This is an optimization exercise on Yosys and OpenROAD, whose aim is small area, a short achievable clock period and few clock cycles per item, not a production implementation. The RTL was checked by simulation tests, not by an equivalence proof against the original design.

$ cat flow/run.sh
#!/bin/bash
# synth_recipe.tcl (not shown) runs the flow's synth.tcl, then flattens the netlist and writes it again
# the make line also repeats each setting of config.mk as NAME=value (left out here)
make -C /OpenROAD-flow-scripts/flow DESIGN_CONFIG=/design/flow/config.mk WORK_HOME=/design/flow/orfs CLKGATE_MAP_FILE= SYNTH_SCRIPT=/design/flow/synth_recipe.tcl finish
$ cat flow/config.mk
export PLATFORM = sky130hd
export DESIGN_NAME = boxblur_lane
export DESIGN_NICKNAME = boxblur_lane
export VERILOG_FILES = /design/flow/design.v
export SDC_FILE = /design/flow/constraint.sdc
export NUM_CORES = 4
export LEC_CHECK = 0
export CAP_MARGIN = 20
export CORE_MARGIN = 2
export CORE_UTILIZATION = 40
export PLACE_DENSITY = 0.6
export SLEW_MARGIN = 20
$ cat flow/constraint.sdc
create_clock -name core_clock -period 24.0 [get_ports {clk}]
set_input_delay 4.8000 -clock core_clock [delete_from_list [all_inputs] [get_ports {clk}]]
set_output_delay 4.8000 -clock core_clock [all_outputs]
set_load 0.01 [all_outputs]
$ cat flow/design.v
module fp32_add (
    input  wire [31:0] a,
    input  wire        ha,
    input  wire [31:0] b,
    input  wire        hb,
    output reg  [31:0] y,
    output reg         hy        
);
    localparam [31:0] QNAN = 32'h7FC00000;
    wire       sa = a[31];
    wire       sb = b[31];
    wire [7:0] ea = a[30:23];
    wire [7:0] eb = b[30:23];
    wire [7:0] ea1 = {ea[7:1], ea[0] | ~ha};      
    wire [7:0] eb1 = {eb[7:1], eb[0] | ~hb};
    wire [23:0] ma = {ha, a[22:0]};
    wire [23:0] mb = {hb, b[22:0]};
    wire a_max = (ea == 8'hFF);
    wire b_max = (eb == 8'hFF);
    wire a_fz  = (a[22:0] == 23'd0);
    wire b_fz  = (b[22:0] == 23'd0);
    wire a_nan = a_max & ~a_fz;
    wire b_nan = b_max & ~b_fz;
    wire a_inf = a_max & a_fz;
    wire b_inf = b_max & b_fz;
    wire eff_sub = sa ^ sb;
    wire [8:0] dab = {1'b0, ea1} - {1'b0, eb1};
    wire [8:0] dba = {1'b0, eb1} - {1'b0, ea1};
    wire       a_ge = ~dab[8];                  
    wire       d0  = (ea1 == eb1);
    wire       d1a = (dab == 9'd1);
    wire       d1b = (dba == 9'd1);
    function automatic [26:0] align;
        input [23:0] m;
        input [8:0]  d;           
        reg   [26:0] v;
        reg          s;
        begin
            v = {m, 3'b000};
            s = 1'b0;
            if (d[0]) begin s = s | v[0];        v = {1'b0, v[26:1]}; end
            if (d[1]) begin s = s | (|v[1:0]);   v = {2'b0, v[26:2]}; end
            if (d[2]) begin s = s | (|v[3:0]);   v = {4'b0, v[26:4]}; end
            if (d[3]) begin s = s | (|v[7:0]);   v = {8'b0, v[26:8]}; end
            if (d[4]) begin s = s | (|v[15:0]);  v = {16'b0, v[26:16]}; end
            if (d[7:5] != 3'd0) begin s = (m != 24'd0); v = 27'd0; end
            align = {v[26:1], v[0] | s};
        end
    endfunction
    wire [26:0] alb = align(mb, dab);
    wire [26:0] ala = align(ma, dba);
    wire [26:0] yal = a_ge ? alb : ala;
    wire        sx  = a_ge ? sa  : sb;
    wire [7:0]  ex  = a_ge ? ea1 : eb1;
    wire [23:0] mx  = a_ge ? ma  : mb;
    wire [24:0] mx1 = {1'b0, mx} + 25'd1;
    wire [28:0] yc  = eff_sub ? {2'b11, ~yal} : {2'b00, yal};    
    wire [27:0] fs  = {1'b0, mx, 3'b000} + yc[27:0] + {27'd0, eff_sub};
    wire [27:0] fta = {1'b0, mx, 3'b100} + yc[27:0] + {27'd0, eff_sub};
    wire [28:0] ftb = eff_sub ? ({2'b0, mx, 3'b010} + yc + 29'd1)
                              : ({1'b0, mx1, 3'b000} + yc);
    wire [2:0]  lo  = eff_sub ? (3'd0 - yal[2:0]) : yal[2:0];
    reg  [24:0] fm;
    reg  [8:0]  fe;
    always @* begin
        if (~eff_sub & fs[27]) begin            
            fm = ftb[28:4];
            if (lo == 3'b000 && fs[3]) fm[0] = 1'b0;
            fe = {1'b0, ex};
        end else if (~eff_sub | fs[26]) begin   
            fm = {fta[27:3]};
            if (lo == 3'b100) fm[0] = 1'b0;
            fe = {1'b0, ex} - 9'd1;
        end else begin                          
            fm = ftb[26:2];
            if (lo[1:0] == 2'b10) fm[0] = 1'b0;
            fe = {1'b0, ex} - 9'd2;
        end
    end
    wire [8:0]  fe1  = fe + 9'd1;
    wire [8:0]  fe2  = fe + 9'd2;
    wire [8:0]  fex  = fm[24] ? fe2 : (fm[23] ? fe1 : fe);
    wire        fovf = fm[24] ? (fe2 >= 9'd255) : (fm[23] ? (fe1 >= 9'd255) : (fe >= 9'd255));
    wire [31:0] far_y = fovf ? {sx, 8'hFF, 23'd0} : {sx, fex[7:0], fm[22:0]};
    wire        far_h = (fex[7:0] != 8'd0);
    wire [24:0] n0a, n0b;
    wire        n0neg;                              
    assign {n0neg, n0a} = {1'b0, ma, 1'b0} - {1'b0, mb, 1'b0};
    assign n0b = {mb, 1'b0} - {ma, 1'b0};
    wire [24:0] n1a = {ma, 1'b0} - {1'b0, mb};
    wire [24:0] n1b = {mb, 1'b0} - {1'b0, ma};
    wire        n_eq  = (a[22:0] == b[22:0]) & (ha == hb);
    reg  [24:0] nd;
    reg         ns;
    always @* begin
        if (d0) begin
            if (~n0neg) begin nd = n0a; ns = sa; end    
            else        begin nd = n0b; ns = sb; end
        end else if (a_ge) begin
            nd = n1a; ns = sa;
        end else begin
            nd = n1b; ns = sb;
        end
    end
    function automatic [24:0] lza;
        input [24:0] x, y;
        reg   [24:0] g, z;
        begin
            g = x & ~y;
            z = ~x & y;
            lza = (g | z) & ~{z[23:0], 1'b0};
        end
    endfunction
    function automatic [4:0] lzc25;
        input [24:0] v;
        integer k;
        begin
            lzc25 = 5'd24;
            for (k = 0; k < 25; k = k + 1)
                if (v[k]) lzc25 = 24 - k;
        end
    endfunction
    function automatic [24:0] marker;
        input [7:0] e;
        integer k;
        begin
            marker = 25'd0;
            for (k = 1; k <= 25; k = k + 1)
                if (e == k) marker[25 - k] = 1'b1;
        end
    endfunction
    wire [24:0] mka = marker(ea1);
    wire [24:0] mkb = marker(eb1);
    wire [4:0]  cab = lzc25(lza({ma, 1'b0}, {mb, 1'b0}) | mka);    
    wire [4:0]  cba = lzc25(lza({mb, 1'b0}, {ma, 1'b0}) | mka);    
    wire [4:0]  c1a = lzc25(lza({ma, 1'b0}, {1'b0, mb}) | mka);    
    wire [4:0]  c1b = lzc25(lza({mb, 1'b0}, {1'b0, ma}) | mkb);    
    wire [7:0]  ea1m = ea1 - 8'd1;
    wire [7:0]  eb1m = eb1 - 8'd1;
    wire        lab = ({3'd0, cab} == ea1m);       
    wire        lba = ({3'd0, cba} == ea1m);
    wire        l1a = ({3'd0, c1a} == ea1m);
    wire        l1b = ({3'd0, c1b} == eb1m);
    reg  [4:0]  nlz;
    reg         nlim;
    always @* begin
        if (d0) begin
            if (n0neg) begin nlz = cba; nlim = lba; end
            else       begin nlz = cab; nlim = lab; end
        end else if (a_ge) begin nlz = c1a; nlim = l1a; end
        else               begin nlz = c1b; nlim = l1b; end
    end
    wire [24:0] nn0 = nd << nlz;
    wire        fix = ~nn0[24] & ~nlim;           
    wire [24:0] nn  = fix ? {nn0[23:0], 1'b0} : nn0;
    wire [7:0]  nx0 = ex - {3'd0, nlz};
    wire [7:0]  nx1 = ex + {3'b111, ~nlz};        
    wire [7:0]  nex = fix ? nx1 : nx0;
    wire        near_zero = d0 & n_eq;
    wire [31:0] near_y = near_zero ? 32'd0 : {ns, (nn[24] ? nex : 8'd0), nn[23:1]};
    wire        near_h = ~near_zero & nn[24];
    wire use_near = eff_sub & (d0 | ((d1a | d1b) & (nd[24:23] == 2'b00)));
    always @* begin
        hy = 1'b1;
        if (a_nan || b_nan || (a_inf && b_inf && (sa != sb)))
            y = QNAN;
        else if (a_inf)
            y = a;
        else if (b_inf)
            y = b;
        else if (use_near) begin
            y = near_y; hy = near_h;
        end else begin
            y = far_y; hy = far_h | fovf;
        end
    end
endmodule
module fp32_div_int (
    input  wire        clk,
    input  wire        rst,
    input  wire        start,      
    input  wire [31:0] a,
    input  wire [4:0]  kp,         
    input  wire [6:0]  kp3,        
    input  wire [2:0]  c,
    output reg         done,
    output reg  [31:0] y
);
    localparam [31:0] QNAN = 32'h7FC00000;
    localparam integer N0 = 4, N1 = 4, N2 = 4, N3 = 2;    
    function automatic [32:0] dsteps;     
        input [4:0]  r_in;
        input [27:0] w_in;
        input [4:0]  k1;
        input [6:0]  k3;
        input integer n;
        reg   [4:0]  r;
        reg   [27:0] w;
        reg   [6:0]  rs;
        reg   [7:0]  t1, t2, t3;
        integer      j;
        begin
            r = r_in; w = w_in;
            for (j = 0; j < n; j = j + 1) begin
                rs = {r, w[27:26]};
                t1 = {1'b0, rs} - {3'b000, k1};
                t2 = {1'b0, rs} - {2'b00, k1, 1'b0};
                t3 = {1'b0, rs} - {1'b0, k3};
                w  = {w[25:0], 2'b00};
                if (!t3[7])      begin w[1:0] = 2'd3; r = t3[4:0]; end
                else if (!t2[7]) begin w[1:0] = 2'd2; r = t2[4:0]; end
                else if (!t1[7]) begin w[1:0] = 2'd1; r = t1[4:0]; end
                else             begin w[1:0] = 2'd0; r = rs[4:0]; end
            end
            dsteps = {r, w};
        end
    endfunction
    wire       a_zero = (a[30:0] == 31'd0);
    wire       a_max  = (a[30:23] == 8'hFF);
    wire [1:0] spec0  = a_max ? ((a[22:0] != 0) ? 2'd3 : 2'd2) : (a_zero ? 2'd1 : 2'd0);
    wire [23:0] m0    = {(a[30:23] != 8'd0), a[22:0]};
    wire [8:0] ec0    = {1'b0, a[30:23]} + {8'd0, (a[30:23] == 8'd0)} + {6'd0, c};
    wire [32:0] s0    = dsteps({1'b0, m0[23:20]}, {m0[19:0], 8'd0}, kp, kp3, N0);
    reg        v1, v2, v3;
    reg  [4:0] r1, r2, r3;
    reg [27:0] w1, w2, w3;
    reg  [4:0] k1, k2, k3;
    reg  [6:0] t1, t2, t3;
    reg  [8:0] e1, e2, e3;
    reg        g1, g2, g3;
    reg  [1:0] p1, p2, p3;
    wire [32:0] s1 = dsteps(r1, w1, k1, t1, N1);
    wire [32:0] s2 = dsteps(r2, w2, k2, t2, N2);
    wire [32:0] s3 = dsteps(r3, w3, k3, t3, N3);
    wire [27:0] q   = s3[27:0];
    wire        rnz = (s3[32:28] != 5'd0);
    wire        l27 = q[27];
    wire        normal = l27 ? (e3 >= 9'd5) : (e3 >= 9'd6);
    reg  [3:0]  sh;
    reg  [23:0] mant;
    reg         guard, stk;
    reg  [7:0]  em1;
    reg  [31:0] res;
    always @* begin
        if (normal) sh = l27 ? 4'd4 : 4'd3;
        else        sh = 4'd9 - {1'b0, e3[2:0]};      
        mant  = q >> sh;
        guard = q[sh - 4'd1];
        stk   = ((q & ~(28'hFFFFFFF << (sh - 4'd1))) != 28'd0) | rnz;
        em1   = normal ? (e3[7:0] + (l27 ? 8'd27 : 8'd26) - 8'd32) : 8'd0;
        res   = {g3, ({em1, 23'd0} + {7'd0, mant} + {30'd0, guard & (stk | mant[0])})};
        case (p3)
            2'd1: res = {g3, 31'd0};
            2'd2: res = {g3, 8'hFF, 23'd0};
            2'd3: res = QNAN;
            default: ;
        endcase
    end
    always @(posedge clk) begin
        r1 <= s0[32:28]; w1 <= s0[27:0]; k1 <= kp; t1 <= kp3; e1 <= ec0; g1 <= a[31]; p1 <= spec0;
        r2 <= s1[32:28]; w2 <= s1[27:0]; k2 <= k1; t2 <= t1;  e2 <= e1;  g2 <= g1;   p2 <= p1;
        r3 <= s2[32:28]; w3 <= s2[27:0]; k3 <= k2; t3 <= t2;  e3 <= e2;  g3 <= g2;   p3 <= p2;
        y  <= res;
        if (rst) begin
            v1 <= 1'b0; v2 <= 1'b0; v3 <= 1'b0; done <= 1'b0;
        end else begin
            v1 <= start; v2 <= v1; v3 <= v2; done <= v3;
        end
    end
endmodule
module boxblur_lane (
    input  wire        clk,
    input  wire        rst,         
    input  wire        start,       
    input  wire [4:0]  ksize,       
    input  wire        in_valid,
    input  wire [31:0] in_data,
    output wire        in_ready,
    output wire        out_valid,
    output wire [31:0] out_data
);
    localparam MAXK = 29;
    reg        rdy;
    reg  [4:0] k;               
    reg  [4:0] cnt;             
    reg        f_v;             
    reg [31:0] f_data;
    reg        f_sub, f_emit, f_first;
    assign in_ready = rdy;
    wire take = in_valid & rdy;
    wire sub_now = (cnt >= k);
    always @(posedge clk) begin
        f_data  <= in_data;
        f_sub   <= sub_now;
        f_emit  <= ({1'b0, cnt} + 6'd1 >= {1'b0, k});
        f_first <= (cnt == 5'd0);
        if (rst) begin
            rdy <= 1'b1;
            f_v <= 1'b0;
            cnt <= 5'd0;
        end else begin
            f_v <= take;
            rdy <= ~(take & sub_now);
            if (start & rdy) begin
                k   <= ksize;
                cnt <= 5'd0;
            end else if (take && cnt != 5'd31) begin
                cnt <= cnt + 5'd1;
            end
        end
    end
    reg [31:0] hist [0:MAXK-1];    
    reg [31:0] acc;                
    reg [31:0] opb;                
    reg        acc_h, opb_h;       
    reg        a_sub;              
    reg        a_emit;             
    reg        d_v;                
    reg  [4:0] kdp;                
    reg  [2:0] kdc;
    reg  [6:0] kdp3;               
    integer i;
    reg  [4:0] kn;
    reg  [2:0] kc;
    always @* begin
        if (k[4])      begin kn = k;                kc = 3'd0; end
        else if (k[3]) begin kn = {k[3:0], 1'b0};   kc = 3'd1; end
        else if (k[2]) begin kn = {k[2:0], 2'b00};  kc = 3'd2; end
        else if (k[1]) begin kn = {k[1:0], 3'b000}; kc = 3'd3; end
        else           begin kn = {k[0], 4'b0000};  kc = 3'd4; end
    end
    wire [31:0] x_old = hist[k - 5'd1];
    wire [31:0] sum;
    wire        sum_h;
    fp32_add u_add (.a(acc), .ha(acc_h), .b(opb), .hb(opb_h), .y(sum), .hy(sum_h));
    reg  [31:0] opb_n;
    always @* begin
        if (f_v & f_sub)
            opb_n = {~x_old[31], x_old[30:0]};
        else if (f_v)
            opb_n = f_data;
        else if (a_sub)
            opb_n = hist[0];
        else
            opb_n = 32'h80000000;
    end
    always @(posedge clk) begin
        if (f_v) begin
            for (i = MAXK - 1; i > 0; i = i - 1)
                hist[i] <= hist[i - 1];
            hist[0] <= f_data;
        end
        acc   <= (f_v & f_first) ? 32'd0 : sum;
        acc_h <= (f_v & f_first) ? 1'b0 : sum_h;
        opb   <= opb_n;
        opb_h <= (opb_n[30:23] != 8'd0);
        if (f_v & f_first) begin
            kdp  <= kn;
            kdc  <= kc;
            kdp3 <= {2'b00, kn} + {1'b0, kn, 1'b0};
        end
        if (rst) begin
            a_sub  <= 1'b0;
            a_emit <= 1'b0;
            d_v    <= 1'b0;
        end else begin
            a_sub  <= f_v & f_sub;
            a_emit <= f_v ? (f_emit & ~f_sub) : a_sub;
            d_v    <= a_emit;
        end
    end
    fp32_div_int u_div (
        .clk(clk), .rst(rst), .start(d_v),
        .a(acc), .kp(kdp), .kp3(kdp3), .c(kdc), .done(out_valid), .y(out_data)
    );
endmodule
==> results.yml, run 1 <==
placement:
  preCtsSetupSlack_ps: 13230
  hpwlAfterDp_um: 191000
  port_buffers: 74
  placed_cells: 9439
  place.gp.congestion: 1.03
  place_area_um2: 78100
global_routing:
  antenna_found_initial: 6
  grt_pass1_wl_um: 396000
  grt_max_degree: 170
  grt_pass1_vias: 58100
  grt_usage_pct: 27.8
  grt_overflow: 0
synth:
  syn-num-nets: 7649
  yosysUniqueCellTypes: 115
  syn_avg_cell_area_um2: 10.5
  yosysWarnings: 4
  netlist_area_um2: 74200
  synth-seq-cells: 1242
  postSynthCellCount: 7096
  ys_seq_area_share_pct: 46.3
  synth_ff_type: "edfxtp_1"
  synth_edf_count: 947
  async_flop_share_pct: 0
status:
  status: "timing/DRC/antenna clean"
finish:
  drive_gt1_share_pct: 8.03
  stdcell_area_um2: 82700
  layout_commonest_cell: "edfxtp_1"
  mostFrequentLayoutCells: "edfxtp_1, nor2_1, nand2_1"
  fin_cells: 9690
  nNetsFinal: 7648
  areaGrowthSynthToFinish_pct: 11.4
  fill_cells: 17400
sta:
  slew-limit-headroom_pct: 19.1
  fin_crit_ps: 11100
  drv_slew: 0
  setup_viol: 0
  finalCritPeriodShare_pct: 46.3
  max_freq_mhz: 90.1
  fin_ws_ps: 12900
  setup_tns_ps: 0
  hold_viol_final: 0
  fin_skew_ps: 70.0
  rsz0062_at_grt: "no"
  tightestPinTransition_ps: 1210
cts:
  post_cts_buffers: 0
  insertion_delay_ps: 810
  clk_pin_slew_ps: 60
  cts_tree: "done"
  clockRootBuffer: "clkbuf_16"
  cts.repair.resized: 0
  numCtsBuffers: 134
  h-tree-depth: 4
  cts_sinks: 1242
  cts_hold_buffers: 0
  cts_buffer_depth: 3
critical_path:
  critPathLaunchType: "flop"
  rr_endpoint: "acc[6]"
  cpPeakStageDelay_ps: 860
  cpMostUsedCell: "nand2_1"
  endpoint_kind: "flop"
  rr_worst_depth: 33
  cp.required_ps: 24620
  arrival_ps: 11730
  r2r-start: "acc_h"
  cp_slowest_cell: "a21oi_1"
  crit_path_max_fanout: 28
  rrSetupSlack_ps: 12900
  worstSetupPathType: "reg2reg"
drt:
  wl_um: 273000
  drc_errors: 0
  post_drt_wl_per_cell_um: 28.2
  vias: 61200
  postRouteAntennaNets: 0
  drtPass1Iterations: 8
  avgViaCountPerCell: 6.32
  initialDrtViolationCount: 7750
floorplanning:
  io-pin-count: 75
  core_um2: 185000
  die_width_um: 435
  initial_core_util_pct: 40.2
  die_h_um: 435
  dieArea_um2: 189000
  rows: 158
hold_path:
  holdPathStages: 0
  worstHoldStart: "u_div.w1[1]"
  hold_class: "reg2reg"
  holdPathEnd: "u_div.w2[9]"
flow_run:
  drv_cap: 0
flip-flops by register name (all words and copies together) (netlist names), 9 cells and up:
register / count
acc: 32
f_data: 32
hist: 928
opb: 32
u_div.e1: 9
u_div.e2: 9
u_div.e3: 9
u_div.w1: 20
u_div.w2: 20
u_div.w3: 24
u_div.y: 32
synthesized netlist by cell type, types with 43 or more instances:
cell	number	area share, %
edfxtp_1	947	38
nor2_1	516	2.6
nand2_1	495	2.5
ha_1	469	7.9
a21oi_1	458	3.1
o21ai_0	363	2.4
dfxtp_1	295	8.0
clkbuf_1	287	1.5
inv_1	280	1.4
xnor2_1	251	3.0
mux2i_1	242	3.3
nor3_1	183	1.2
a22oi_1	179	1.8
a21o_1	172	1.7
nand3_1	140	0.94
nand4_1	115	0.97
a221oi_1	114	1.3
xor2_1	109	1.3
a211oi_1	84	0.85
o22ai_1	84	0.71
a31oi_1	73	0.62
a22o_1	71	0.84
o21a_1	64	0.65
nand2b_1	60	0.51
nor2b_1	59	0.50
o211ai_1	56	0.57
nor4_1	52	0.44
buf_1	45	0.23
or3_1	45	0.38
mux4_2	44	1.3
fa_1	43	1.2
layer usage:
| metal | vias to the layer above | share of wire, % | routed length, µm | track usage, % |
|---|---|---|---|---|
| li1 | 27100 | - | - | - |
| met2 | 3279 | 44 | 120000 | 42.5 |
| met3 | 638 | 9.5 | 25900 | 6.01 |
| met1 | 30200 | 42 | 114000 | 38.1 |
| met5 | - | 0.017 | 47 | 0 |
| met4 | 6 | 4.5 | 12200 | 11.1 |
final cells by class:
type                            instances  area, µm²  area share [%]
Multi-Input combinational cell       5199      37600            45.5
Inverter                              292       1100            1.32
Sequential cell                      1242      34300            41.5
Timing Repair Buffer                  226       1920            2.32
Clock buffer                          179       3720            4.49
Antenna cell                            3       7.51         0.00907
Clock inverter                         69        908            1.10
Tap cell                             2480       3100            3.75
cells by family after synthesis:
family / count (synthesis) / share of synthesized area (%)
AOI/OAI and AO/OA: 2124 / 19.5
xor gates and xnor gates: 364 / 4.35
adders and majority gates: 513 / 9.08
buffers and inverters: 655 / 3.42
DFF: 1242 / 46.3
muxes: 330 / 5.30
and+or+nand+nor: 1868 / 12.1
critical path: cells and delay by family, from the launching register on:
kind	cells	cell delay (ps)
xor+xnor	2	430
fa+ha+maj	4	1600
simple gates	14	3520
buf+inv	4	870
compound gates	9	3650
flops	1	840
worst max-delay path by stage:
stage | cells after the start | startpoint | endpoint
2_1_floorplan | 9 | f_v | opb_h
3_3_place_gp | 33 | acc_h | acc[9]
3_5_place_dp | 31 | acc_h | acc[6]
4_1_cts | 31 | acc_h | acc[6]
5_1_grt | 36 | kdp3[1] | u_div.r1[2]
6_report | 33 | acc_h | acc[6]
stage by stage:
step	hold WS (ps)	utilization (%)
2_1_floorplan	310	-
3_3_place_gp	311	42.2
3_5_place_dp	312	42.3
4_1_cts	306	44.8
5_1_grt	313	44.8
6_report	309	44.8
Testbench counts, summed over its fixed seeds: cycles 38,860, items 17,185.
==> run 2, diff against run 1 <==
--- a/flow/design.v
+++ b/flow/design.v
@@ -33,16 +33,14 @@
     function automatic [26:0] align;
         input [23:0] m;
         input [8:0]  d;           
-        reg   [26:0] v;
+        reg   [26:0] v, msk;
         reg          s;
+        integer      k;
         begin
-            v = {m, 3'b000};
-            s = 1'b0;
-            if (d[0]) begin s = s | v[0];        v = {1'b0, v[26:1]}; end
-            if (d[1]) begin s = s | (|v[1:0]);   v = {2'b0, v[26:2]}; end
-            if (d[2]) begin s = s | (|v[3:0]);   v = {4'b0, v[26:4]}; end
-            if (d[3]) begin s = s | (|v[7:0]);   v = {8'b0, v[26:8]}; end
-            if (d[4]) begin s = s | (|v[15:0]);  v = {16'b0, v[26:16]}; end
+            v = {m, 3'b000} >> d[4:0];
+            for (k = 0; k < 27; k = k + 1)
+                msk[k] = (k < d[4:0]);
+            s = (({m, 3'b000} & msk) != 27'd0);
             if (d[7:5] != 3'd0) begin s = (m != 24'd0); v = 27'd0; end
             align = {v[26:1], v[0] | s};
         end
@@ -60,27 +58,47 @@
     wire [28:0] ftb = eff_sub ? ({2'b0, mx, 3'b010} + yc + 29'd1)
                               : ({1'b0, mx1, 3'b000} + yc);
     wire [2:0]  lo  = eff_sub ? (3'd0 - yal[2:0]) : yal[2:0];
+    wire        c_r = ~eff_sub & fs[27];
+    wire        c_l = eff_sub & ~fs[26];
     reg  [24:0] fm;
-    reg  [8:0]  fe;
     always @* begin
-        if (~eff_sub & fs[27]) begin            
+        if (c_r) begin
             fm = ftb[28:4];
             if (lo == 3'b000 && fs[3]) fm[0] = 1'b0;
-            fe = {1'b0, ex};
-        end else if (~eff_sub | fs[26]) begin   
-            fm = {fta[27:3]};
+        end else if (~c_l) begin
+            fm = fta[27:3];
             if (lo == 3'b100) fm[0] = 1'b0;
-            fe = {1'b0, ex} - 9'd1;
-        end else begin                          
+        end else begin
             fm = ftb[26:2];
             if (lo[1:0] == 2'b10) fm[0] = 1'b0;
-            fe = {1'b0, ex} - 9'd2;
         end
     end
-    wire [8:0]  fe1  = fe + 9'd1;
-    wire [8:0]  fe2  = fe + 9'd2;
-    wire [8:0]  fex  = fm[24] ? fe2 : (fm[23] ? fe1 : fe);
-    wire        fovf = fm[24] ? (fe2 >= 9'd255) : (fm[23] ? (fe1 >= 9'd255) : (fe >= 9'd255));
+    wire [8:0]  xm1 = {1'b0, ex} - 9'd1;
+    wire [8:0]  xp0 = {1'b0, ex};
+    wire [8:0]  xp1 = {1'b0, ex} + 9'd1;
+    wire [8:0]  xp2 = {1'b0, ex} + 9'd2;
+    reg  [8:0]  fex;
+    always @* begin
+        case ({c_r, c_l, fm[24], fm[23]})
+            4'b1010: fex = xp2;
+            4'b1001: fex = xp1;
+            4'b0010: fex = xp1;
+            4'b0001: fex = xp0;
+            4'b0110: fex = xp0;
+            4'b0101: fex = xm1;
+            default: fex = 9'd0;             
+        endcase
+    end
+    reg         fovf;
+    always @* begin
+        case ({c_r, c_l, fm[24], fm[23]})
+            4'b1010: fovf = (xp2 >= 9'd255);
+            4'b1001: fovf = (xp1 >= 9'd255);
+            4'b0010: fovf = (xp1 >= 9'd255);
+            4'b0001: fovf = (xp0 >= 9'd255);
+            default: fovf = 1'b0;
+        endcase
+    end
     wire [31:0] far_y = fovf ? {sx, 8'hFF, 23'd0} : {sx, fex[7:0], fm[22:0]};
     wire        far_h = (fex[7:0] != 8'd0);
     wire [24:0] n0a, n0b;
==> flow/flow/run.sh (new file) <==
#!/bin/bash
# Standard layout, with timing repair aimed well below the clock period
# (repair_timing setup margin 16 ns), so that resizing and buffering shorten
# the critical paths of the design. Constraints and clock are unchanged.
set -euo pipefail
bash standard.sh SETUP_SLACK_MARGIN=16 finish > make_finish.log 2>&1
==> flow/standard.sh (new file) <==
#!/bin/bash
# synth_recipe.tcl (not shown) runs the flow's synth.tcl, then flattens the netlist and writes it again
# the make line also repeats each setting of config.mk as NAME=value (left out here)
make -C /OpenROAD-flow-scripts/flow DESIGN_CONFIG=/design/flow/config.mk WORK_HOME=/design/flow/orfs CLKGATE_MAP_FILE= SYNTH_SCRIPT=/design/flow/synth_recipe.tcl "${@:-finish}"
removed: flow/run.sh
==> run 2 against run 1 <==
  * Still clean
  * Sequential share of layout area down 1.4 points
  * Final area up 3.7%
  * Global-route usage up 0.80 points
  * First-iteration DRC count up 11%
  * Synthesized cell count down 0.82%
  * Clock skew down 7.4 ps
  * Synthesized area about the same
  * Critical path depth down 4
  * Largest cell class unchanged
==> results.yml, run 2 <==
global_routing:
  grt_pass1_vias: 59500
  antenna_found_initial: 5
  grt_usage_pct: 28.6
  grt_max_degree: 179
  grt_pass1_wl_um: 406000
  grt_overflow: 0
sta:
  fin_crit_ps: 7880
  finalCritPeriodShare_pct: 32.8
  hold_viol_final: 0
  drv_slew: 0
  whs_ps: 323
  max_freq_mhz: 127
  fin_ws_ps: 16120
  slew-limit-headroom_pct: 20.7
  fin_skew_ps: 62.6
  rsz0062_at_grt: "yes"
  setup_viol: 0
  setup_tns_ps: 0
  tightestPinTransition_ps: 1180
flow_run:
  drv_cap: 0
critical_path:
  cpMostUsedCell: "a21oi_1"
  critPathLaunchType: "flop"
  cpPeakStageDelay_ps: 860
  arrival_ps: 8540
  endpoint_kind: "flop"
  worstSetupPathType: "reg2reg"
  rr_endpoint: "acc[30]"
  crit_path_max_fanout: 40
  cp.required_ps: 24660
  rr_worst_depth: 29
  rrSetupSlack_ps: 16120
  cp_slowest_cell: "dfxtp_1"
  r2r-start: "opb[8]"
drt:
  initialDrtViolationCount: 8632
  postRouteAntennaNets: 0
  drtPass1Iterations: 6
  drc_errors: 0
  post_drt_wl_per_cell_um: 28.9
  wl_um: 283000
  vias: 62900
  avgViaCountPerCell: 6.42
placement:
  hpwlAfterDp_um: 193000
  preCtsSetupSlack_ps: 13970
  place.gp.congestion: 1.09
  port_buffers: 74
synth:
  synth-seq-cells: 1242
  yosys-top-cells-area: "edfxtp_1, dfxtp_1, ha_1"
  syn-num-nets: 7590
  yosysUniqueCellTypes: 112
  yosysWarnings: 4
  async_flop_share_pct: 0
  synth_edf_count: 947
  syn_avg_cell_area_um2: 10.5
  ys_seq_area_share_pct: 46.3
  synth_top_area_cell: "edfxtp_1"
  postSynthCellCount: 7038
  synth_ff_type: "edfxtp_1"
  post-synth-top-count-cell: "edfxtp_1"
  yosys-top-cells-count: "edfxtp_1, nor2_1, nand2_1"
  netlist_area_um2: 74200
  synth_top_cell_area_share_pct: 38.3
hold_path:
  holdPathStages: 0
  worstHoldStart: "u_div.e1[4]"
  hold_class: "reg2reg"
  holdPathEnd: "u_div.e2[4]"
floorplanning:
  die_h_um: 435
  core_um2: 185000
  initial_core_util_pct: 40.1
  die_width_um: 435
  dieArea_um2: 189000
  io-pin-count: 75
  rows: 158
cts:
  insertion_delay_ps: 800
  clockRootBuffer: "clkbuf_16"
  cts_tree: "done"
  cts_buffer_depth: 3
  h-tree-depth: 4
  numCtsBuffers: 133
  clk_pin_slew_ps: 60
  cts_sinks: 1242
finish:
  mostFrequentLayoutCells: "edfxtp_1, nor2_1, nand2_1"
  nNetsFinal: 7760
  largest-register: "hist"
  drive_gt1_share_pct: 14.3
  final_core_util_pct: 46.4
  fill_cells: 17100
  areaGrowthSynthToFinish_pct: 15.6
  largest_reg_flops: 928
  layout_commonest_cell: "edfxtp_1"
status:
  status: "timing/DRC/antenna clean"
[run 2: how the worst max path moves through the flow]
stage | startpoint | end | slack (ps)
floorplan | f_v | opb_h | 15740
global placement | acc[26] | u_div.r1[2] | 13940
detailed placement | acc[24] | u_div.r1[2] | 13970
CTS | kdp[2] | u_div.r1[2] | 15990
global route | u_div.k1[1] | u_div.r2[1] | 15920
finish | opb[8] | acc[30] | 16120
[run 2: layer usage]
layer	wire, µm	GRT usage [%]
met3	31100	7.12
met5	13	0
met4	14000	12.8
met2	122000	42.7
met1	116000	39.0
[run 2: area by class of cell]
class | count | area (µm²) | share of cell area, %
tap | 2480 | 3100 | 3.62
multi-input combinational | 5165 | 39500 | 46.1
sequential | 1242 | 34400 | 40.1
clock inverter | 70 | 817 | 0.953
timing repair buffer | 370 | 3140 | 3.66
antenna | 5 | 12.5 | 0.0146
timing repair inverter | 2 | 13.8 | 0.0160
inverter | 294 | 1200 | 1.40
clock buffer | 174 | 3540 | 4.13
[run 2: critical path, delay by kind of cell, from the launching register on]
| family | cells | cell delay (ps) |
|---|---|---|
| compound gates | 14 | 2470 |
| simple gates | 5 | 1420 |
| xor+xnor | 3 | 950 |
| buf+inv | 3 | 910 |
| flops | 1 | 860 |
| fa+ha+maj | 2 | 690 |
| mux | 2 | 410 |
[run 2: repair_timing]
item                                    4_1_cts  5_1_grt
endpoints found under the setup margin       53       53
endpoints found under the hold margin         0        0
hold buffers                                  0        0
gates resized for setup                     173      241
setup buffers                                58       95
pin swaps                                    25       69
gates cloned                                  6        2
[run 2: per-stage QoR]
| step | cells | instance area, µm² |
|---|---|---|
| 6_report | 9802 | 85800 |
| 5_1_grt | 9797 | 85800 |
| 4_1_cts | 9700 | 84000 |
| 3_5_place_dp | 9392 | 78500 |
| 3_3_place_gp | 9392 | 78400 |
| 2_1_floorplan | 7038 | 74700 |
[run 2: logic make-up after synthesis]
family	count (synthesis)	synth area share (%)
XOR/XNOR	337	3.99
AO/OA/AOI/OAI	2178	20.5
flip-flops	1242	46.3
multiplexers	272	4.56
buffers and inverters	636	3.35
adder cells (fa/ha/maj)	511	9.05
AND/OR/NAND/NOR	1862	12.2
Testbench counts of run 2, summed over its fixed seeds: cycles 38,860, items 17,185.
==> run 3, diff against run 2 <==
--- a/flow/design.v
+++ b/flow/design.v
@@ -205,7 +205,7 @@
     output reg  [31:0] y
 );
     localparam [31:0] QNAN = 32'h7FC00000;
-    localparam integer N0 = 4, N1 = 4, N2 = 4, N3 = 2;    
+    localparam integer N0 = 4, N1 = 3;    
     function automatic [32:0] dsteps;     
         input [4:0]  r_in;
         input [27:0] w_in;
@@ -238,20 +238,19 @@
     wire [1:0] spec0  = a_max ? ((a[22:0] != 0) ? 2'd3 : 2'd2) : (a_zero ? 2'd1 : 2'd0);
     wire [23:0] m0    = {(a[30:23] != 8'd0), a[22:0]};
     wire [8:0] ec0    = {1'b0, a[30:23]} + {8'd0, (a[30:23] == 8'd0)} + {6'd0, c};
-    wire [32:0] s0    = dsteps({1'b0, m0[23:20]}, {m0[19:0], 8'd0}, kp, kp3, N0);
-    reg        v1, v2, v3;
-    reg  [4:0] r1, r2, r3;
-    reg [27:0] w1, w2, w3;
-    reg  [4:0] k1, k2, k3;
-    reg  [6:0] t1, t2, t3;
-    reg  [8:0] e1, e2, e3;
-    reg        g1, g2, g3;
-    reg  [1:0] p1, p2, p3;
-    wire [32:0] s1 = dsteps(r1, w1, k1, t1, N1);
-    wire [32:0] s2 = dsteps(r2, w2, k2, t2, N2);
-    wire [32:0] s3 = dsteps(r3, w3, k3, t3, N3);
-    wire [27:0] q   = s3[27:0];
-    wire        rnz = (s3[32:28] != 5'd0);
+    reg        v1, v2, v3, v4;    
+    reg  [4:0] r1, r3;
+    reg [27:0] w1, w3;
+    reg  [4:0] k1, k3;
+    reg  [6:0] t1, t3;
+    reg  [8:0] e1, e3;
+    reg        g1, g3;
+    reg  [1:0] p1, p3;
+    wire [32:0] s1 = start ? dsteps({1'b0, m0[23:20]}, {m0[19:0], 8'd0}, kp, kp3, N0)
+                           : dsteps(r1, w1, k1, t1, N0);
+    wire [32:0] s3 = v2 ? dsteps(r1, w1, k1, t1, N1) : dsteps(r3, w3, k3, t3, N1);
+    wire [27:0] q   = w3;
+    wire        rnz = (r3 != 5'd0);
     wire        l27 = q[27];
     wire        normal = l27 ? (e3 >= 9'd5) : (e3 >= 9'd6);
     reg  [3:0]  sh;
@@ -275,14 +274,19 @@
         endcase
     end
     always @(posedge clk) begin
-        r1 <= s0[32:28]; w1 <= s0[27:0]; k1 <= kp; t1 <= kp3; e1 <= ec0; g1 <= a[31]; p1 <= spec0;
-        r2 <= s1[32:28]; w2 <= s1[27:0]; k2 <= k1; t2 <= t1;  e2 <= e1;  g2 <= g1;   p2 <= p1;
-        r3 <= s2[32:28]; w3 <= s2[27:0]; k3 <= k2; t3 <= t2;  e3 <= e2;  g3 <= g2;   p3 <= p2;
+        r1 <= s1[32:28]; w1 <= s1[27:0];
+        r3 <= s3[32:28]; w3 <= s3[27:0];
+        if (start) begin
+            k1 <= kp; t1 <= kp3; e1 <= ec0; g1 <= a[31]; p1 <= spec0;
+        end
+        if (v2) begin
+            k3 <= k1; t3 <= t1; e3 <= e1; g3 <= g1; p3 <= p1;
+        end
         y  <= res;
         if (rst) begin
-            v1 <= 1'b0; v2 <= 1'b0; v3 <= 1'b0; done <= 1'b0;
+            v1 <= 1'b0; v2 <= 1'b0; v3 <= 1'b0; v4 <= 1'b0; done <= 1'b0;
         end else begin
-            v1 <= start; v2 <= v1; v3 <= v2; done <= v3;
+            v1 <= start; v2 <= v1; v3 <= v2; v4 <= v3; done <= v4;
         end
     end
 endmodule
==> flow/flow/run.sh (replaced) <==
#!/bin/bash
# Standard layout, with timing repair aimed well below the clock period
# (repair_timing setup margin 17 ns), so that resizing and buffering shorten
# the critical paths of the design. Constraints and clock are unchanged.
set -euo pipefail
bash standard.sh SETUP_SLACK_MARGIN=17 finish > make_finish.log 2>&1
--- a/flow/config.mk
+++ b/flow/config.mk
@@ -5,6 +5,7 @@
 export SDC_FILE = /design/flow/constraint.sdc
 export NUM_CORES = 4
 export LEC_CHECK = 0
+export ABC_AREA = 1
 export CAP_MARGIN = 20
 export CORE_MARGIN = 2
 export CORE_UTILIZATION = 40
==> run 3 against run 2 <==
  * Still clean on timing, DRC and antenna
  * Worst setup slack gained 870 ps
  * First-iteration DRC count shrank 13%
  * Synthesized cell count grew 17%
  * Highest routed layer unchanged
==> results.yml, run 3 <==
synth:
  yosys-top-cells-area: "edfxtp_1, nand2_1, ha_1"
  async_flop_share_pct: 0
  post-synth-top-count-cell: "nand2_1"
  synth-adder-area-share_pct: 8.69
  syn-num-nets: 8744
  synth-seq-cells: 1207
  synth_edf_count: 993
  synth_top_cell_area_share_pct: 41.2
  synth-compound-area-share_pct: 15.9
  synth_ff_type: "edfxtp_1"
  synth_top_family_by_area: "simple AND/OR/NAND/NOR gates"
  yosysUniqueCellTypes: 82
  synth_mux_area_share_pct: 0.429
  ys_seq_area_share_pct: 47.2
  yosys.area_share.simple_pct: 18.3
  netlist_area_um2: 72300
  syn_avg_cell_area_um2: 8.79
  synth_xor_area_share_pct: 2.86
  postSynthCellCount: 8227
  synth_top_area_cell: "edfxtp_1"
  yosys-top-cells-count: "nand2_1, edfxtp_1, inv_1"
  yosysWarnings: 4
critical_path:
  critPathLaunchType: "flop"
  cpPeakStageDelay_ps: 460
  cpMostUsedCell: "nand2_1"
  rrSetupSlack_ps: 16990
  cp_slowest_cell: "edfxtp_1"
  arrival_ps: 7670
  endpoint_kind: "flop"
  worstSetupPathType: "reg2reg"
  cp.required_ps: 24660
  crit_path_max_fanout: 6
global_routing:
  grt_pass1_vias: 59800
  grt_overflow: 0
  antenna_found_initial: 16
  grt_pass1_wl_um: 394000
  grt_max_degree: 173
  grt_usage_pct: 28.5
sta:
  fin_skew_ps: 34.9
  drv_slew: 0
  setup_viol: 0
  max_freq_mhz: 143
  slew-limit-headroom_pct: 23.3
  hold_viol_final: 0
  tightestPinTransition_ps: 1140
  finalCritPeriodShare_pct: 29.2
  rsz0062_at_grt: "yes"
  fin_crit_ps: 7010
  setup_tns_ps: 0
cts:
  clk_pin_slew_ps: 60
  cts_hold_buffers: 0
  h-tree-depth: 4
  insertion_delay_ps: 790
  cts_sinks: 1207
  cts_tree: "done"
  cts_buffer_depth: 3
  clockRootBuffer: "clkbuf_16"
  numCtsBuffers: 133
finish:
  areaGrowthSynthToFinish_pct: 18.1
  largest_reg_flops: 928
  nNetsFinal: 9065
  largest-register: "hist"
  mostFrequentLayoutCells: "nand2_1, edfxtp_1, inv_1"
  drive_gt1_share_pct: 14.1
  layout_commonest_cell: "nand2_1"
placement:
  hpwlAfterDp_um: 190000
  place.gp.congestion: 1.06
  port_buffers: 74
floorplanning:
  initial_core_util_pct: 40.1
  rows: 156
  io-pin-count: 75
  die_width_um: 429
  dieArea_um2: 184000
  core_um2: 180000
  die_h_um: 429
flow_run:
  drv_cap: 0
drt:
  postRouteAntennaNets: 0
  vias: 64000
  initialDrtViolationCount: 7470
  wl_um: 275000
  drc_errors: 0
  post_drt_wl_per_cell_um: 24.9
  avgViaCountPerCell: 5.80
  drtPass1Iterations: 6
status:
  status: "timing/DRC/antenna clean"
hold_path:
  hold_class: "reg2reg"
[run 3: timing repair]
action,4_1_cts,5_1_grt
cloned,11,11
pin swaps,48,161
resized for setup,289,450
setup buffers,118,140
endpoints found under the setup margin,48,46
[run 3: worst max-delay path, delay by kind of cell (launching register included)]
family	cells	cell delay, ps
AO/OA/AOI/OAI	17	2380
AND/OR/NAND/NOR	15	1560
adder cells (fa/ha/maj)	5	1500
buffers and inverters	9	1000
flip-flops	1	460
[run 3: layout make-up]
class | count | area (µm²)
inverter | 973 | 3850
multi-input combinational | 5788 | 36000
clock buffer | 176 | 3580
timing repair inverter | 3 | 17.5
antenna | 4 | 10.0
fill | 17200 | 94800
sequential | 1207 | 34200
timing repair buffer | 442 | 4000
tap | 2370 | 2970
clock inverter | 72 | 771
[run 3: worst paths after layout]
path	startpoint	endpoint	cells past startpoint
max	u_div.t1[0]	u_div.r1[2]	46
min	u_div.e1[2]	u_div.e3[2]	0
max reg2reg	u_div.t1[0]	u_div.r1[2]	46
min reg2reg	u_div.e1[2]	u_div.e3[2]	0
[run 3: routing by layer]
metal	GRT usage [%]	vias to the layer above	part of all wire, %
li1	-	29400	-
met1	38.1	30900	41
met2	45.4	3128	45
met3	6.08	582	9.7
met4	10.9	6	4.2
met5	0	-	0.014
[run 3: kinds of logic after synthesis]
| group | Yosys count |
|---|---|
| adder cells (fa/ha/maj) | 476 |
| multiplexers | 31 |
| flip-flops | 1207 |
| XOR/XNOR | 235 |
| AND/OR/NAND/NOR | 3144 |
| AO/OA/AOI/OAI | 1890 |
| buffers and inverters | 1244 |
[run 3: metrics by stage]
step	instance area, µm²	std cells	worst slack, ps	utilization (%)	hold slack, ps
CTS	82400	10900	16970	45.8	387
global route	85400	11000	16540	47.4	411
global placement	75900	10500	14680	42.2	385
finish	85400	11000	16990	47.4	386
floorplan	72400	8227	16150	-	388
detailed placement	76000	10500	14520	42.2	387
Testbench counts of run 3, summed over its fixed seeds: cycles 38,868, items 17,185.
==> run 4, diff against run 3 <==
--- a/flow/design.v
+++ b/flow/design.v
@@ -205,7 +205,7 @@
     output reg  [31:0] y
 );
     localparam [31:0] QNAN = 32'h7FC00000;
-    localparam integer N0 = 4, N1 = 3;    
+    localparam integer N0 = 3, N1 = 4;    
     function automatic [32:0] dsteps;     
         input [4:0]  r_in;
         input [27:0] w_in;
@@ -302,28 +302,27 @@
     output wire [31:0] out_data
 );
     localparam MAXK = 29;
-    reg        rdy;
+    reg        rdy;             
+    reg        busy;            
     reg  [4:0] k;               
     reg  [4:0] cnt;             
-    reg        f_v;             
-    reg [31:0] f_data;
-    reg        f_sub, f_emit, f_first;
     assign in_ready = rdy;
-    wire take = in_valid & rdy;
+    wire take = in_valid & ~busy;
     wire sub_now = (cnt >= k);
+    wire        f_v     = take;
+    wire [31:0] f_data  = in_data;
+    wire        f_sub   = sub_now;
+    wire        f_emit  = ({1'b0, cnt} + 6'd1 >= {1'b0, k});
+    wire        f_first = (cnt == 5'd0);
     always @(posedge clk) begin
-        f_data  <= in_data;
-        f_sub   <= sub_now;
-        f_emit  <= ({1'b0, cnt} + 6'd1 >= {1'b0, k});
-        f_first <= (cnt == 5'd0);
         if (rst) begin
             rdy <= 1'b1;
-            f_v <= 1'b0;
+            busy <= 1'b0;
             cnt <= 5'd0;
         end else begin
-            f_v <= take;
             rdy <= ~(take & sub_now);
-            if (start & rdy) begin
+            busy <= take & sub_now;
+            if (start & ~busy) begin
                 k   <= ksize;
                 cnt <= 5'd0;
             end else if (take && cnt != 5'd31) begin
==> run 4 against run 3 <==
  * Final area down 1.7%
  * Count of clock-buffer cells in the layout down 16
  * Worst hold slack better by 14 ps
  * Critical path depth down 39
  * Global-route usage up 0.24 points
==> results.yml, run 4 <==
status:
  status: "timing/DRC/antenna clean"
hold_path:
  holdPathEnd: "u_div.v2"
  holdPathStages: 2
  hold_class: "reg2reg"
  worstHoldStart: "u_div.v1"
cts:
  cts_tree: "done"
  insertion_delay_ps: 790
  cts_buffer_depth: 3
  clockRootBuffer: "clkbuf_16"
  cts_hold_buffers: 0
  numCtsBuffers: 117
  clk_pin_slew_ps: 60
  cts_sinks: 1171
  h-tree-depth: 3
synth:
  synth-adder-area-share_pct: 8.79
  synth_top_family_by_area: "simple AND/OR/NAND/NOR gates"
  synth_top_area_cell: "edfxtp_1"
  async_flop_share_pct: 0
  post-synth-top-count-cell: "nand2_1"
  yosys-top-cells-count: "nand2_1, edfxtp_1, inv_1"
  yosys.area_share.simple_pct: 18.4
  syn-num-nets: 8696
  synth-seq-cells: 1171
  ys_seq_area_share_pct: 46.7
  synth_top_cell_area_share_pct: 41.7
  synth-compound-area-share_pct: 16.2
  netlist_area_um2: 71500
  synth_mux_area_share_pct: 0.392
  syn_avg_cell_area_um2: 8.75
  synth_ff_type: "edfxtp_1"
  yosysWarnings: 4
  synth_edf_count: 993
  yosys-top-cells-area: "edfxtp_1, nand2_1, ha_1"
  yosysUniqueCellTypes: 83
  postSynthCellCount: 8179
  synth_xor_area_share_pct: 2.84
sta:
  fin_skew_ps: 67.0
  drv_slew: 0
  setup_viol: 0
  hold_viol_final: 0
  fin_ws_ps: 17070
  finalCritPeriodShare_pct: 28.9
  slew-limit-headroom_pct: 29.5
  fin_crit_ps: 6930
  rsz0062_at_grt: "yes"
  max_freq_mhz: 144
  tightestPinTransition_ps: 1040
  setup_tns_ps: 0
  whs_ps: 401
placement:
  placed_cells: 10500
  preCtsSetupSlack_ps: 13930
  port_buffers: 74
  place.gp.congestion: 1.02
  place_area_um2: 75300
  hpwlAfterDp_um: 189000
drt:
  wl_um: 273000
  postRouteAntennaNets: 0
  vias: 63400
  avgViaCountPerCell: 5.78
  drtPass1Iterations: 6
  drc_errors: 0
  post_drt_wl_per_cell_um: 24.9
  initialDrtViolationCount: 6912
critical_path:
  endpoint_kind: "flop"
  cp_slowest_cell: "a31oi_1"
  crit_buf_inv: 4
  rrSetupSlack_ps: 17120
  arrival_ps: 7510
  cp.required_ps: 24580
  crit_path_max_fanout: 82
  path_cells: "clkdlybuf4s50_1 > nand2_8 > clkinv_16 > buf_8 > buf_16 > nand2_1 > a31oi_1"
  rr_endpoint: "u_div.r3[0]"
  r2r-start: "u_div.t3[0]"
  worstSetupPathType: "in2reg"
  rr_worst_depth: 43
  cpPeakStageDelay_ps: 610
  critPathLaunchType: "input pin"
  crit_family: "buffers and inverters"
finish:
  largest_reg_flops: 928
  mostFrequentLayoutCells: "nand2_1, edfxtp_1, inv_1"
  areaGrowthSynthToFinish_pct: 17.4
  largest-register: "hist"
  layout_commonest_cell: "nand2_1"
  stdcell_area_um2: 84000
  fin_cells: 11000
  nNetsFinal: 9019
  final_core_util_pct: 47.2
  drive_gt1_share_pct: 14.2
flow_run:
  drv_cap: 0
global_routing:
  grt_pass1_wl_um: 391000
  grt_pass1_vias: 59000
  grt_overflow: 0
  grt_max_degree: 117
  antenna_found_initial: 13
  grt_usage_pct: 28.8
floorplanning:
  die_h_um: 427
  io-pin-count: 75
  rows: 155
  dieArea_um2: 182000
  core_um2: 178000
  die_width_um: 427
  initial_core_util_pct: 40.2
-- run 4: changes by cell type after synthesis, sizes merged, moves of 15 or more --
cell and change:
nand3 -32, a22oi -31, dfxtp -36, xnor2 +15, clkbuf -19, a22o +19
a32oi -20, nand2 +31, xor2 -22, a211oi +18
-- run 4: layout make-up --
| class | count | area [µm²] |
|---|---|---|
| Clock inverter | 62 | 676 |
| Multi-Input combinational cell | 5766 | 35600 |
| Tap cell | 2355 | 2950 |
| Timing Repair Buffer | 454 | 3970 |
| Inverter | 984 | 3950 |
| Clock buffer | 160 | 3270 |
| Timing Repair inverter | 8 | 58.8 |
| Antenna cell | 8 | 20.0 |
| Fill cell | 17100 | 94100 |
| Sequential cell | 1171 | 33500 |
-- run 4: logic make-up after synthesis --
kind of cell | count (synthesis)
AOI/OAI and AO/OA | 1898
xor gates and xnor gates | 228
adders and majority gates | 476
buffers and inverters | 1246
DFF | 1171
muxes | 28
and+or+nand+nor | 3132
-- run 4: worst max-delay path by stage --
stage	cells after the start	slack, ps	endpoint	start
after floorplan	4	16210	hist[0][0]	in_valid
after global placement	42	13950	u_div.r3[4]	u_div.t1[1]
after detailed placement	42	13930	u_div.r3[4]	u_div.k1[1]
after CTS	43	17000	u_div.r3[1]	u_div.t1[2]
after global routing	44	16770	u_div.r3[1]	u_div.k3[1]
final	7	17070	opb[8]	in_valid
-- run 4: repair_timing --
action,CTS,global route
setup endpoints to repair,319,308
pin swaps,42,186
setup buffers,94,165
gates cloned,11,6
resized for setup,278,427
-- run 4: worst min-delay path: stages (launching register included) --
cell	delay [ps]
dfxtp_1	300
inv_1	40
nor2_1	30
-- run 4: routing by layer --
metal | vias up | part of all wire [%] | track usage, %
met2 | 2856 | 45 | 46.3
met5 | - | 0.022 | 0
li1 | 29100 | - | -
met4 | 10 | 4.3 | 10.6
met1 | 30800 | 42 | 39.1
met3 | 591 | 7.9 | 4.42
Testbench counts of run 4, summed over its fixed seeds: cycles 38,860, items 17,185.
==> run 5, diff against run 4 <==
==> flow/flow/run.sh (replaced) <==
#!/bin/bash
# Standard layout, with timing repair aimed well below the clock period
# (repair_timing setup margin 18 ns), so that resizing and buffering shorten
# the critical paths of the design. Constraints and clock are unchanged.
set -euo pipefail
bash standard.sh SETUP_SLACK_MARGIN=18 finish > make_finish.log 2>&1
==> run 5 against run 4 <==
  * Largest cell class unchanged
  * Clock skew is 1.8 ps lower
  * Global-route usage is 0.55 points higher
  * Critical endpoint is now acc[4]
  * Final cell count is 0.97% higher
==> results.yml, run 5 <==
critical_path:
  worstSetupPathType: "reg2reg"
  arrival_ps: 7800
  r2r-start: "acc_h"
  crit_path_max_fanout: 5
  cp_slowest_cell: "fa_2"
  cp.required_ps: 24710
  cpPeakStageDelay_ps: 620
  rrSetupSlack_ps: 16910
  rr_worst_depth: 45
  endpoint_kind: "flop"
  cpMostUsedCell: "buf_4"
  rr_endpoint: "acc[4]"
  critPathLaunchType: "flop"
synth:
  yosys-top-cells-count: "nand2_1, edfxtp_1, inv_1"
  synth_edf_count: 993
  post-synth-top-count-cell: "nand2_1"
  syn_avg_cell_area_um2: 8.75
  synth_top_cell_area_share_pct: 41.7
  ys_seq_area_share_pct: 46.7
  yosysUniqueCellTypes: 83
  yosys-top-cells-area: "edfxtp_1, nand2_1, ha_1"
  postSynthCellCount: 8179
  synth_ff_type: "edfxtp_1"
  synth_top_area_cell: "edfxtp_1"
  async_flop_share_pct: 0
  yosysWarnings: 4
  netlist_area_um2: 71500
  synth-seq-cells: 1171
  syn-num-nets: 8696
floorplanning:
  die_width_um: 427
  die_h_um: 427
  io-pin-count: 75
  rows: 155
  core_um2: 178000
  dieArea_um2: 182000
  initial_core_util_pct: 40.2
cts:
  cts_tree: "done"
  h-tree-depth: 3
  clockRootBuffer: "clkbuf_16"
  insertion_delay_ps: 790
  cts_buffer_depth: 3
  numCtsBuffers: 116
  clk_pin_slew_ps: 70
  cts_sinks: 1171
sta:
  rsz0062_at_grt: "yes"
  hold_viol_final: 0
  finalCritPeriodShare_pct: 29.5
  fin_crit_ps: 7090
  tightestPinTransition_ps: 1050
  setup_tns_ps: 0
  drv_slew: 0
  setup_viol: 0
  fin_skew_ps: 65.1
  slew-limit-headroom_pct: 29.4
  max_freq_mhz: 141
drt:
  post_drt_wl_per_cell_um: 25.0
  drtPass1Iterations: 7
  drc_errors: 0
  wl_um: 276000
  initialDrtViolationCount: 7836
  postRouteAntennaNets: 0
  avgViaCountPerCell: 5.81
  vias: 64300
finish:
  areaGrowthSynthToFinish_pct: 20.1
  layout_commonest_cell: "nand2_1"
  stdcell_area_um2: 85900
  drive_gt1_share_pct: 16.9
  mostFrequentLayoutCells: "nand2_1, edfxtp_1, inv_1"
  largest-register: "hist"
  nNetsFinal: 9134
  final_core_util_pct: 48.2
  largest_reg_flops: 928
placement:
  place.gp.congestion: 1.03
  place_area_um2: 75500
  port_buffers: 74
  hpwlAfterDp_um: 189000
global_routing:
  antenna_found_initial: 5
  grt_overflow: 0
  grt_pass1_vias: 60200
  grt_usage_pct: 29.3
  grt_max_degree: 91
  grt_pass1_wl_um: 398000
hold_path:
  holdPathStages: 2
  hold_class: "reg2reg"
  worstHoldStart: "a_emit"
  holdPathEnd: "d_v"
status:
  status: "timing/DRC/antenna clean"
flow_run:
  drv_cap: 0
## run 5: routing by layer
layer	GRT usage [%]	routed length [µm]	part of all wire [%]
met1	39.8	115000	42
met4	11.3	12200	4.4
met2	47.0	126000	45
met3	4.67	23600	8.5
met5	0	19	0.0069
## run 5: final cells by class
| cell class | instances | area, µm² |
|---|---|---|
| clock buffers | 154 | 3180 |
| repair inverters | 11 | 139 |
| diodes | 1 | 2.50 |
| multi-input cells | 5767 | 36400 |
| fillers | 16800 | 92100 |
| clock inverters | 65 | 621 |
| repair buffers | 566 | 5180 |
| well taps | 2355 | 2950 |
| flip-flops and latches | 1171 | 33500 |
| inverters | 984 | 3920 |
## run 5: cell families after synthesis
kind of cell    share of synthesized area, %
buf+inv                                 6.72
mux                                    0.392
xor+xnor                                2.84
fa+ha+maj                               8.79
flops                                   46.7
compound gates                          16.2
simple gates                            18.4
## run 5: critical path: cells and delay by family (launching register included)
| kind | cells | cell delay (ps) |
|---|---|---|
| buffers and inverters | 26 | 3090 |
| adders and majority gates | 3 | 1020 |
| AOI/OAI and AO/OA | 5 | 950 |
| and+or+nand+nor | 7 | 910 |
| muxes | 2 | 420 |
| DFF | 1 | 360 |
| xor gates and xnor gates | 2 | 300 |
## run 5: metrics by stage
| step | instances | hold slack, ps | setup slack [ps] |
|---|---|---|---|
| 2_1_floorplan | 8179 | 388 | 16210 |
| 6_report | 11100 | 393 | 16910 |
| 5_1_grt | 11100 | 416 | 16610 |
| 3_3_place_gp | 10400 | 387 | 15210 |
| 3_5_place_dp | 10400 | 390 | 15120 |
| 4_1_cts | 11000 | 399 | 17270 |
## run 5: worst max-delay path by stage
stage | start | to | slack (ps) | cells past startpoint
after global routing | u_div.k3[1] | u_div.r3[4] | 16610 | 45
after floorplan | in_valid | hist[0][0] | 16210 | 4
after global placement | in_valid | hist[17][30] | 15210 | 6
after CTS | u_div.k3[1] | u_div.r3[3] | 17270 | 44
after detailed placement | in_valid | hist[13][30] | 15120 | 6
final | acc_h | acc[4] | 16910 | 45
## run 5: timing repair
action / 4_1_cts / 5_1_grt
endpoints found under the setup margin: 920 / 74
hold buffers: 0 / 0
setup buffers: 275 / 105
gates resized for setup: 663 / 315
gates cloned: 30 / 4
pin swaps: 165 / 154

-- port drivers added, routing unchanged --
No port has a modelled driver above. Below, the same layouts with a new extraction and two added sets of constraints.
Step 1, drivers: a clkbuf_16 drives clk and a buf_2 each remaining input, both assumed.
Step 2 also shifts input and output timing later by t, the mid clock arrival at the registers, as if the neighbouring blocks saw the same clock.
Three values: no drivers, after step 1, after step 2; two values: the first two.
| run | t, ns | slack for setup (ns) | pins driven straight from the clock port |
|---|---|---|---|
| run 1 | 0.863 | 12.897 / 12.897 / 12.897 | 1 |
| run 2 | 0.859 | 16.123 / 16.123 / 16.123 | 1 |
| run 3 | 0.855 | 16.994 / 16.994 / 16.994 | 1 |
| run 4 | 0.847 | 17.071 / 17.121 / 16.286 | 1 |
| run 5 | 0.834 | 16.911 / 16.911 / 16.911 | 1 |
After both steps every run listed still meets setup and hold. For run 4, which loses most, drivers alone change the setup slack by +0.050 ns; drivers and shift together by -0.785 ns.
